Source: an optimization exercise on an open RTL-to-GDS flow (aim: a short achievable clock period and few clock cycles). Production flows keep margins and buffers that such runs may drop. Function was checked by simulation only, so behaviour that the tests miss may differ from the original. No driver is modelled on the clock port, so clock power and skew are understated where the tree is cut down; a real chip needs a root buffer or a tree. Power and IR drop assume default switching activity.

// ioga
module ioga (
    input  wire        clk,
    input  wire        rst,
    input  wire        tx_valid,
    output reg         tx_ready,
    input  wire [15:0] tx_code,
    input  wire [31:0] tx_data,
    output reg         rsp_valid,
    output reg  [31:0] rsp_data,
    output reg  [1:0]  rsp_status,    
    output reg         rsp_tc,        
    output reg         rsp_devwr,     
    output reg         irq_line,
    output reg         nmi_line,
    output reg         mem_req,
    output reg         mem_we,
    output reg  [31:0] mem_addr,
    output reg  [7:0]  mem_wdata,
    input  wire        mem_ack,
    input  wire [7:0]  mem_rdata,
    input  wire        mem_err
);
Size: roughly 5600 cells after synthesis, about 1200 flip-flops, ~53000 sq um of cells after synthesis.
Settings: LEC_CHECK=0, CAP_MARGIN=20, CORE_MARGIN=2, CORE_UTILIZATION=50, PLACE_DENSITY=0.6, SLEW_MARGIN=20; clock period 8.0 ns.
standard.sh (not shown) runs the stock make flow with config.mk's settings and CLKGATE_MAP_FILE= SYNTH_SCRIPT=/design/flow/synth_recipe.tcl, a recipe that flattens the netlist after the stock synthesis.
==> flow/flow/run.sh <==
#!/bin/bash
# Layout flow: the standard flow (standard.sh) with two changes:
#  - the clock tree is built by flow/mycts.tcl (four root buffers on the
#    clock port, each driving the leaf buffers of one region of the core)
#    in place of TritonCTS, in a copy of the ORFS scripts whose cts.tcl
#    sources it; the rest of cts.tcl (timing repair, placement) is unchanged;
#  - timing repair aims at a larger setup margin.
# Synthesis is the standard one, run first and unchanged.
set -euo pipefail
here=$PWD
export SETUP_SLACK_MARGIN=${SETUP_SLACK_MARGIN_OVERRIDE:-6}
export MYCTS_TCL=$here/flow/mycts.tcl

rm -rf scripts_mod
cp -rp "$FLOW_HOME/scripts" scripts_mod
sed -i 's|log_cmd clock_tree_synthesis {\*}$cts_args|source $::env(MYCTS_TCL)|' scripts_mod/cts.tcl
grep -q 'MYCTS_TCL' scripts_mod/cts.tcl

bash standard.sh synth > synth.log 2>&1
bash standard.sh floorplan place > place.log 2>&1
bash standard.sh SCRIPTS_DIR=$here/scripts_mod cts > cts.log 2>&1
bash standard.sh finish > finish.log 2>&1
Other scripts of this flow, unchanged in this note and not shown: flow/flow/mycts.tcl
Testbench counts at the start, summed over its fixed seeds: cycles 32,754.
Edit:
--- a/flow/design.v
+++ b/flow/design.v
@@ -218,39 +218,28 @@
                              {8{!op[O_RESET]}};
     wire        n_nmi_pend = ((nmi_pend & !(x_nclr || (op[O_ACK_N] && act_nmi))) ||
                               (x_nset && nmi_en)) && !op[O_RESET];
     wire kill_vec = |(x_vdis & act_vec & ~vec_forced);
     reg irq_q, nmi_q;
     wire none_after = !(irq_q || nmi_q) ||
                       (ack_i && irq_q) ||
                       (op[O_ACK_N] && nmi_q) ||
                       kill_vec || op[O_RESET];
-    wire rel = (ack_i && irq_q) || (op[O_ACK_N] && nmi_q) || kill_vec;
-    wire [32:0] cand_r = {sh_pend, softlo, vec_pend, nmi_pend} &
-                         ~{act_shi, act_slo, act_vec, act_nmi};
-    wire [32:0] cand_n = {x_hset | (x_hld & sh_forced),
-                          x_lset,
-                          (x_vset & vec_en) | (x_vld & vec_forced) | tick_set,
-                          x_nset && nmi_en};
-    reg  [32:0] first_r, first_n;
-    reg         seen_r, seen_n;
+    wire [32:0] cand = {n_sh_pend, n_softlo, n_vec_pend, n_nmi_pend};
+    reg  [32:0] first;
+    reg         seen;
     always @* begin
-        seen_r = 1'b0;
-        seen_n = 1'b0;
+        seen = 1'b0;
         for (i = 0; i < 33; i = i + 1) begin
-            first_r[i] = cand_r[i] && !seen_r;
-            first_n[i] = cand_n[i] && !seen_n;
-            seen_r = seen_r || cand_r[i];
-            seen_n = seen_n || cand_n[i];
+            first[i] = cand[i] && !seen;
+            seen = seen || cand[i];
         end
     end
-    wire [32:0] first = op[O_RESET] ? 33'h0 : rel ? first_r : first_n;
-    wire [32:0] cand  = op[O_RESET] ? 33'h0 : rel ? cand_r  : cand_n;
     reg [7:0] act_vector;
     always @* begin
         act_vector = 8'h00;
         for (i = 0; i < 16; i = i + 1)
             if (act_vec[i]) act_vector = act_vector | vec_vector[i];
         for (i = 0; i < 8; i = i + 1) begin
             if (act_slo[i]) act_vector = act_vector | (8'h8F + 8'h10 * i[7:0]);
             if (act_shi[i]) act_vector = act_vector | sh_vector[i];
         end
@@ -356,30 +345,42 @@
         end
     end
     wire e_mem = d_op[O_DSTEP] && n_dma_nidle && !(dma_moved && cnt_is1) && n_dma_drq;
     wire r_free = !r_valid || x_adv;       
     reg         r_iss;         
     reg         s_dstep;       
     wire        tx_dstep  = (tx_code == 16'h4100);
     wire        q_dstep   = s_valid ? s_dstep : (tx_valid && tx_dstep);
     wire [31:0] la_addr_a  = dma_moved ? addr_step : n_dma_addr;
+    wire        la_nidle_a = n_dma_nidle && !(dma_moved && cnt_is1);
+    wire        la_drq_a   = n_dma_drq;
     wire        la_we_a    = !n_ctrl0;
+    wire        la_cnz_a   = op[O_RESET]  ? 1'b0 :
+                             op[O_WR_DCN] ? !x_dzero :
+                             dma_moved    ? !cnt_is1 : eff_cnt_nz;
     wire        b_reset  = e_valid && d_op[O_RESET];
     wire        b_wrdad  = e_valid && d_op[O_WR_DAD];
     wire        b_wrdct  = e_valid && d_op[O_WR_DCT];
     wire [31:0] rq_addr  = (x_adv && b_reset) ? 32'h0 : (x_adv && b_wrdad) ? e_d : la_addr_a;
     wire        rq_we    = (x_adv && b_reset) ? 1'b1 : (x_adv && b_wrdct) ? !e_d[0] : la_we_a;
+    wire        b_wrdcn  = e_valid && d_op[O_WR_DCN];
+    wire        b_lndrq  = e_valid && d_op[O_LN_DRQ];
+    wire [31:0] la_addr  = b_reset ? 32'h0 : b_wrdad ? e_d : la_addr_a;
+    wire        la_we    = b_reset ? 1'b1 : b_wrdct ? !e_d[0] : la_we_a;
+    wire        nm_cnz_a = op[O_RESET]  ? 1'b0 :
+                           op[O_WR_DCN] ? !x_dzero : eff_cnt_nz;
+    wire        la_drq   = b_reset ? 1'b0 : b_lndrq ? e_d[0] : la_drq_a;
+    wire        la_nidle = b_reset ? 1'b0 :
+                           (b_wrdcn && d_dzero) ? 1'b0 :
+                           (b_lndrq && e_d[0] && !la_drq_a && !n_dma_nidle && nm_cnz_a) ? 1'b1 :
+                           n_dma_nidle;
     wire        b_mem    = e_valid && (r_iss || (d_op[O_DSTEP] && n_dma_nidle && n_dma_drq));
-    wire        a_dma    = op[O_WR_DAD] || op[O_WR_DCT] || op[O_WR_DCN] || op[O_LN_DRQ] ||
-                           op[O_RESET];
-    wire        b_dma    = e_valid && (d_op[O_DSTEP] || d_op[O_WR_DAD] || d_op[O_WR_DCT] ||
-                                       d_op[O_WR_DCN] || d_op[O_LN_DRQ] || d_op[O_RESET]);
-    wire        la_ok    = !rst_q && !x_mem && !a_dma && !b_dma && eff_nidle && dma_drq;
+    wire        la_ok    = !rst_q && !x_mem && !b_mem && la_nidle && la_drq;
     wire        la_issue = q_dstep && la_ok;
     wire        x_issue  = x_adv && e_valid && e_mem && !r_iss;
     always @(posedge clk) begin
         if (rst) begin
             r_valid <= 1'b0;
             r_iss   <= 1'b0;
             s_valid <= 1'b0;
             tx_ready <= 1'b1;
             x_valid <= 1'b0;
@@ -461,20 +462,21 @@
             x_dzero   <= d_dzero;
             x_wh0m1   <= d_wh0m1;
             x_wh1m1   <= d_wh1m1;
             x_wh2m1   <= d_wh2m1;
             x_wh0z    <= d_wh0z;
             x_wh1z    <= d_wh1z;
         end
         mem_addr <= rq_addr;
         mem_we   <= rq_we;
-        mem_wdata <= (x_adv && !b_mem) ? (s_valid ? s_d[7:0] : tx_data[7:0]) :
-                     (x_adv ? e_d[7:0] : x_d[7:0]);
+        mem_wdata <= la_issue ?
+                         (r_free ? (s_valid ? s_d[7:0] : tx_data[7:0]) : r_d[7:0]) :
+                         (x_adv ? e_d[7:0] : x_d[7:0]);
     end
     reg [31:0] r_data;
     always @* begin
         r_data = 32'h0;
         if (op[O_RD_VEC])
             for (i = 0; i < 16; i = i + 1)
                 if (x_oh[i])
                     r_data = r_data | {19'h0, vec_int[i], 2'b00, vec_ext[i],
                                        vec_pend[i], vec_vector[i]};
After rerunning:
- The changed run ran to the end with no violations
- routed wire length came out lower by a few percent
- cell area rises slightly
- global-route usage falls by 0.32 points
- power hardly moves
- utilization grows by 1.2 points
- via count shrinks slightly
- worst hold slack barely changes
Testbench counts after the change, summed over its fixed seeds: cycles 32,657.
No run of this note takes its clock network from TritonCTS; it comes from the design's own scripts or RTL.

[port drivers added, routing unchanged]
Ports are ideal in the flow. The routed layouts listed here were re-timed in OpenROAD.
Step 1, drivers: a clkbuf_16 drives clk and a buf_2 each remaining input, both assumed.
Step 2, shift: input delay + t, output delay - t, t = (earliest + latest rising clock arrival at the registers) / 2. This alone moves slack from input paths to output paths.
a / b / c = ideal ports / drivers / drivers and shift; a / b = the first two.
| run | t, ns | slack for setup (ns) | clock arrival spread, ns |
|---|---|---|---|
| the first run | 0.654 | 5.384 / 5.210 / 4.912 | 0.032 / 0.032 |
| the second run | 0.629 | 4.784 / 4.917 / 4.288 | 0.046 / 0.046 |
After both steps setup and hold are still met in every run listed. For the second run, which loses most, drivers alone change the setup slack by +0.133 ns; drivers and shift together by -0.496 ns.
